What follows belongs to an exercise in optimizing a design on an open flow for small area, a short achievable clock period and few clock cycles; a production flow would make more cautious choices.
The RTL was checked by simulation tests, not by an equivalence proof against the original design.

==> indigo <==
Design m402_decoder, start of the top module:
module m402_decoder (
    input  wire        clk,
    input  wire        rst,
    input  wire        in_valid,
    output wire        in_ready,
    input  wire        in_pvalid,
    input  wire [6:0]  in_plen,
    input  wire [87:0] in_payload,
    input  wire [15:0] in_addr,
    output reg         out_valid,
    output reg  [3:0]  out_result,
    output reg         out_vld,
    output reg  [31:0] out_value
);
export LEC_CHECK = 0
export CAP_MARGIN = 20
export CORE_MARGIN = 2
export CORE_UTILIZATION = 40
export PLACE_DENSITY = 0.6
export SETUP_SLACK_MARGIN = 5
export SLEW_MARGIN = 20
create_clock -name core_clock -period 10.0 [get_ports {clk}]
run.sh (not shown) runs the stock make flow with config.mk's settings and CLKGATE_MAP_FILE= SYNTH_SCRIPT=/design/flow/synth_recipe.tcl, a recipe that flattens the netlist after the stock synthesis.
==> xenon (differences from indigo) <==
--- a/flow/design.v
+++ b/flow/design.v
@@ -31,40 +31,43 @@
     wire mal1 = !in_pvalid || (in_plen < 7'd7);
     wire hdr  = (p0 != 8'h3f) || (p1 != 8'h10) ||
                 (p2 != in_addr[15:8]) || (p3 != in_addr[7:0]);
     wire mal2 = (pn > 8'd4);
     wire mal3 = ({1'b0, in_plen} < 8'd7 + pn);
     wire [2:0]  n  = pn[2:0];
     wire [31:0] xl = {(n >= 3'd1) ? m0 : 8'd0, (n >= 3'd2) ? m1 : 8'd0,
                       (n >= 3'd3) ? m2 : 8'd0, (n >= 3'd4) ? m3 : 8'd0};
+    wire        y3 = (xl[31:24] == 8'd0);
+    wire        y2 = (xl[23:16] == 8'd0);
+    wire        y1 = (xl[15:8] == 8'd0);
+    wire [1:0]  lzy = !y3 ? 2'd0 : !y2 ? 2'd1 : !y1 ? 2'd2 : 2'd3;
+    wire [31:0] xb = (lzy == 2'd0) ? xl : (lzy == 2'd1) ? {xl[23:0], 8'd0} :
+                     (lzy == 2'd2) ? {xl[15:0], 16'd0} : {xl[7:0], 24'd0};
     reg         a_valid, a_hdr, a_mal, a_sign, a_kinf, a_kzero;
-    reg  [31:0] a_xl;
+    reg  [31:0] a_xb;
     reg  [6:0]  a_k;
-    reg  [1:0]  a_nsh;
+    reg  [1:0]  a_lzy;
     assign in_ready = !(stall || b_rp);
     always @(posedge clk) begin
         if (rst) begin
             a_valid <= 1'b0;
         end else if (!(stall || b_rp)) begin
             a_valid <= in_valid;
             a_hdr   <= !mal1 && hdr;
             a_mal   <= mal1 || (!hdr && (mal2 || mal3));
             a_sign  <= siex[7];
             a_kinf  <= !siex[6] && (siex[5:0] >= 6'd39);    
             a_kzero <=  siex[6] && (siex[5:0] >= 6'd55);    
-            a_xl    <= xl;
+            a_xb    <= xb;
             a_k     <= siex[6:0];
-            a_nsh   <= 2'd0 - n[1:0];                       
+            a_lzy   <= lzy - n[1:0];                        
         end
     end
-    wire        z4 = (a_xl[31:16] == 16'd0);
-    wire [31:0] s1 = z4 ? {a_xl[15:0], 16'd0} : a_xl;
-    wire        z3 = (s1[31:24] == 8'd0);
-    wire [31:0] s2 = z3 ? {s1[23:0], 8'd0} : s1;
+    wire [31:0] s2 = a_xb;
     wire        z2 = (s2[31:28] == 4'd0);
     wire [31:0] s3 = z2 ? {s2[27:0], 4'd0} : s2;
     wire        z1 = (s3[31:30] == 2'd0);
     wire [31:0] s4 = z1 ? {s3[29:0], 2'd0} : s3;
     wire        z0 = !s4[31];
     wire [31:0] xn = z0 ? {s4[30:0], 1'b0} : s4;
     wire        xz = !xn[31];
     wire [31:0] chi  = TAB_HI[{a_k, 5'd0} +: 32];
@@ -137,16 +140,17 @@
     assign bh_s4[10] = (bh_t10 == 4'b0111) | (bh_t10 == 4'b1000);
     assign bh_neg[10] = 1'b0;
     reg         b_valid, b_spec, b_hdr, b_mal, b_inf, b_sign;
     reg  [31:0] b_c;
     reg  [33:0] b_c3;
     reg  [10:0] b_s1, b_s2, b_s3, b_s4, b_neg;
     reg  [6:0]  b_k;
     reg  [4:0]  b_lz;
+    reg  [9:0]  b_ek;
     always @(posedge clk) begin
         if (rst) begin
             b_valid <= 1'b0;
             b_rp    <= 1'b0;
         end else if (stall) begin
             b_valid <= 1'b0;
             b_rp    <= 1'b1;
         end else if (b_rp) begin
@@ -159,41 +163,51 @@
         if (stall) begin
             b_c     <= m_c;
             b_c3    <= {2'b0, m_c} + {1'b0, m_c, 1'b0};
             b_s1    <= m_s1;
             b_s2    <= m_s2;
             b_s3    <= m_s3;
             b_s4    <= m_s4;
             b_neg   <= m_neg;
-        end else if (!b_rp) begin
-            b_spec  <= a_hdr || a_mal || xz || a_kinf || a_kzero;
-            b_hdr   <= a_hdr;
-            b_mal   <= a_mal;
-            b_inf   <= a_kinf && !xz;
-            b_sign  <= a_sign;
+        end else begin
             b_c     <= chi;
             b_c3    <= chi3;
             b_s1    <= bh_s1;
             b_s2    <= bh_s2;
             b_s3    <= bh_s3;
             b_s4    <= bh_s4;
             b_neg   <= bh_neg;
-            b_k     <= a_k;
-            b_lz    <= {z4, z3, z2, z1, z0} + {a_nsh, 3'd0};    
         end
+        b_spec  <= a_hdr || a_mal || xz || a_kinf || a_kzero;
+        b_hdr   <= a_hdr;
+        b_mal   <= a_mal;
+        b_inf   <= a_kinf && !xz;
+        b_sign  <= a_sign;
+        b_k     <= a_k;
+        b_lz    <= {a_lzy, z2, z1, z0};    
+        b_ek    <= TAB_E[a_k * 10 +: 10];
     end
     reg         m_valid, m_chk, m_rp;
-    reg  [5:0]  m_wterm;
     reg         m_spec, m_hdr, m_mal, m_inf, m_sign, m_cexact;
     reg  [31:0] m_c;
     reg  [10:0] m_s1, m_s2, m_s3, m_s4, m_neg;
     reg  [63:0] m_r0, m_r1;
     reg  [9:0]  m_ebase;
-    wire   m_amb = m_chk && (&m_wterm);
+    wire [5:0]  wa   = m_r0[37:32];
+    wire [5:0]  wb   = m_r1[37:32];
+    wire [5:0]  wx   = wa ^ wb;
+    wire [4:0]  wcnd = wx[5:1] ^ (wa[4:0] & wb[4:0]);
+    wire        g31  = m_r0[31] & m_r1[31];
+    wire        p31  = m_r0[31] ^ m_r1[31];
+    wire        g30  = m_r0[30] & m_r1[30];
+    wire        p30  = m_r0[30] ^ m_r1[30];
+    wire        cdef = g31 | (p31 & g30);
+    wire        cunk = p31 & p30;
+    wire        m_amb = m_chk && (&wcnd) && (cunk || (cdef ? !wx[0] : wx[0]));
     assign stall = m_amb;
     wire [31:0] ma   = b_c;
     wire [33:0] ma3  = b_c3;
     wire [10:0] ms1  = b_s1;
     wire [10:0] ms2  = b_s2;
     wire [10:0] ms3  = b_s3;
     wire [10:0] ms4  = b_s4;
     wire [10:0] mneg = b_neg;
@@ -887,41 +901,29 @@
     wire mt_s337 = ~mneg[9] ^ mt_pp[10][31] ^ mt_c278;
     wire mt_c337 = (~mneg[9] & mt_pp[10][31]) | (~mneg[9] & mt_c278) | (mt_pp[10][31] & mt_c278);
     wire mt_s338 = mt_pp[10][32] ^ 1'b1;
     wire mt_c338 = mt_pp[10][32] & 1'b1;
     wire mt_s339 = mt_pp[10][33] ^ 1'b1;
     wire mt_c339 = mt_pp[10][33] & 1'b1;
     assign rows_r0 = {mt_s339, mt_s338, mt_s337, mt_s336, mt_s335, mt_s334, mt_s333, mt_s332, mt_s331, mt_s330, mt_s329, mt_s328, mt_s327, mt_s326, mt_s325, mt_s324, mt_s323, mt_s322, mt_s321, mt_s320, mt_s319, mt_s318, mt_s317, mt_s316, mt_s315, mt_s314, mt_s313, mt_s312, mt_s311, mt_s310, mt_s309, mt_s308, mt_s307, mt_s306, mt_s305, mt_s304, mt_s303, mt_s302, mt_s301, mt_s300, mt_s299, mt_s298, mt_s297, mt_s296, mt_s295, mt_s294, mt_s293, mt_s292, mt_s291, mt_s290, mt_s289, mt_s288, mt_s287, mt_s286, mt_s285, mt_s284, mt_s283, mt_s282, mt_s281, mt_s280, mneg[1], mt_pp[0][2], mt_pp[0][1], mt_pp[0][0]};
     assign rows_r1 = {mt_c338, mt_c337, mt_c336, mt_c335, mt_c334, mt_c333, mt_c332, mt_c331, mt_c330, mt_c329, mt_c328, mt_c327, mt_c326, mt_c325, mt_c324, mt_c323, mt_c322, mt_c321, mt_c320, mt_c319, mt_c318, mt_c317, mt_c316, mt_c315, mt_c314, mt_c313, mt_c312, mt_c311, mt_c310, mt_c309, mt_c308, mt_c307, mt_c306, mt_c305, mt_c304, mt_c303, mt_c302, mt_c301, mt_c300, mt_c299, mt_c298, mt_c297, mt_c296, mt_c295, mt_c294, mt_c293, mt_c292, mt_c291, mt_c290, mt_c289, mt_c288, mt_c287, mt_c286, mt_c285, mt_c284, mt_c283, mt_c282, mt_c281, mt_c280, mt_c279, mt_s279, 1'b0, 1'b0, mneg[0]};
-    wire [5:0]  wa   = rows_r0[37:32];
-    wire [5:0]  wb   = rows_r1[37:32];
-    wire [5:0]  wx   = wa ^ wb;
-    wire [4:0]  wcnd = wx[5:1] ^ (wa[4:0] & wb[4:0]);
-    wire        g31  = rows_r0[31] & rows_r1[31];
-    wire        p31  = rows_r0[31] ^ rows_r1[31];
-    wire        g30  = rows_r0[30] & rows_r1[30];
-    wire        p30  = rows_r0[30] ^ rows_r1[30];
-    wire        cdef = g31 | (p31 & g30);
-    wire        cunk = p31 & p30;
-    wire [5:0]  wterm = {wcnd, cunk || (cdef ? !wx[0] : wx[0])};
     wire [31:0] clo  = TAB_LO[{b_k, 5'd0} +: 32];
     wire       b_cexact = b_k[6] ? (b_k[5:0] == 6'd0) : (b_k[5:0] <= 6'd13);
-    wire [9:0] b_ebase  = TAB_E[b_k * 10 +: 10] - {5'd0, b_lz};
+    wire [9:0] b_ebase  = b_ek - {5'd0, b_lz};
     always @(posedge clk) begin
         if (rst) begin
             m_valid <= 1'b0;
             m_chk   <= 1'b0;
             m_rp    <= 1'b0;
         end else begin
             m_valid <= b_valid;
             m_chk   <= b_valid && !b_spec && !b_cexact;
             m_rp    <= b_rp;
         end
-        m_wterm  <= wterm;
         m_r0     <= rows_r0;
         m_r1     <= rows_r1;
         m_spec   <= b_spec;
         m_hdr    <= b_hdr;
         m_mal    <= b_mal;
         m_inf    <= b_inf;
         m_sign   <= b_sign;
         m_cexact <= b_cexact;
@@ -995,19 +997,19 @@
             c_mal    <= m_mal;
             c_inf    <= m_inf;
             c_sign   <= m_sign;
             c_cexact <= m_cexact;
             c_ebase  <= m_ebase;
             c_subx   <= n_subx;
             c_osub   <= n_osub;
         end
+        c_s2 <= prod[63:32];
         if (m_rp) begin
             c_p2     <= 1'b1;
-            c_s2     <= prod[63:32];
         end else if (c_frm_e || c_frm_n) begin
             c_p2     <= 1'b0;
         end
         if (e_frm_n) begin
             e_p      <= prod;
             e_spec   <= m_spec;
             e_hdr    <= m_hdr;
             e_mal    <= m_mal;
==> reports/metrics.yaml <==
drt_iter0_drc: 8061
numCtsBuffers: 84
clockBufferCount: 114
core.rowCount: 144
p_leak_nw: 27.0
cp.required_ns: 10.36
netlist_area_sq_um: 62100
antenna_found_initial: 22
skew_ns: 0.0528
status: "complete, no violations"
cp_cell_sequence: "buf_4 -> inv_1 -> buf_4 -> ha_1 -> and2_1 -> buf_4 -> nor2_1 -> nand2_1 -> a32oi_1 -> nor2_1 -> o311ai_0 -> o21ai_0"
synth_area_leaders: "edfxtp_1 19%, dfxtp_1 11%, fa_1 8.8%, ha_1 5.7%, a221oi_1 5.2%"
synthFlopType: "edfxtp_1"
slowest_stage: "o311ai_0"
grt_first_pass_wirelength_um: 411000
stdcell_area_sq_um: 69400
avgSynthCellArea_sq_um: 8.81
(the above is from indigo)
==> reports/metrics.yaml <==
status: "complete, no violations"
drt_iter0_drc: 8272
synth_area_leaders: "dfxtp_1 17%, edfxtp_1 11%, fa_1 9.3%, ha_1 5.9%, a221oi_1 5.4%"
skew_ns: 0.0383
grt_first_pass_wirelength_um: 386000
cp.required_ns: 10.45
rsz0062_at_grt: "false"
cp_cell_sequence: "buf_4 -> inv_1 -> ha_1 -> buf_4 -> inv_1 -> ha_1 -> or2_2 -> a32oi_1 -> o21ai_0 -> a222oi_1 -> o21ai_0"
synth_top_cell_area_share_pct: 16.8
core.rowCount: 141
netlist_area_sq_um: 59700
p_leak_nw: 25.7
slowest_stage: "ha_1"
stdcell_area_sq_um: 65500
avgSynthCellArea_sq_um: 8.65
clockBufferCount: 118
antenna_found_initial: 19
synthFlopType: "dfxtp_1"
numCtsBuffers: 81
(the above is from xenon)
Testbench counts of indigo, summed over its fixed seeds: cycles 2,534.
Testbench counts of xenon, summed over its fixed seeds: cycles 2,534.

[afterwards: timing with drivers on the ports]
How much do the figures lean on ideal ports? The routed layouts below were timed once more, with nothing changed but the port constraints.
Step 1: set_driving_cell puts a clkbuf_16 on clk and a buf_2 on each other input, an assumption about the parent block.
Step 2, shift: input delay + t, output delay - t, t = (earliest + latest rising clock arrival at the registers) / 2. This alone moves slack from input paths to output paths.
a / b / c = ideal / step 1 / step 2; a / b = the first two.
run | t (ns) | setup WS [ns] | clock arrival spread, ns | pins driven straight from the clock port
indigo | 0.778 | 5.002 / 5.002 / 5.002 | 0.058 / 0.059 | 1
xenon | 0.760 | 4.840 / 4.840 / 4.840 | 0.040 / 0.040 | 1
After both steps every run listed still meets setup and hold.
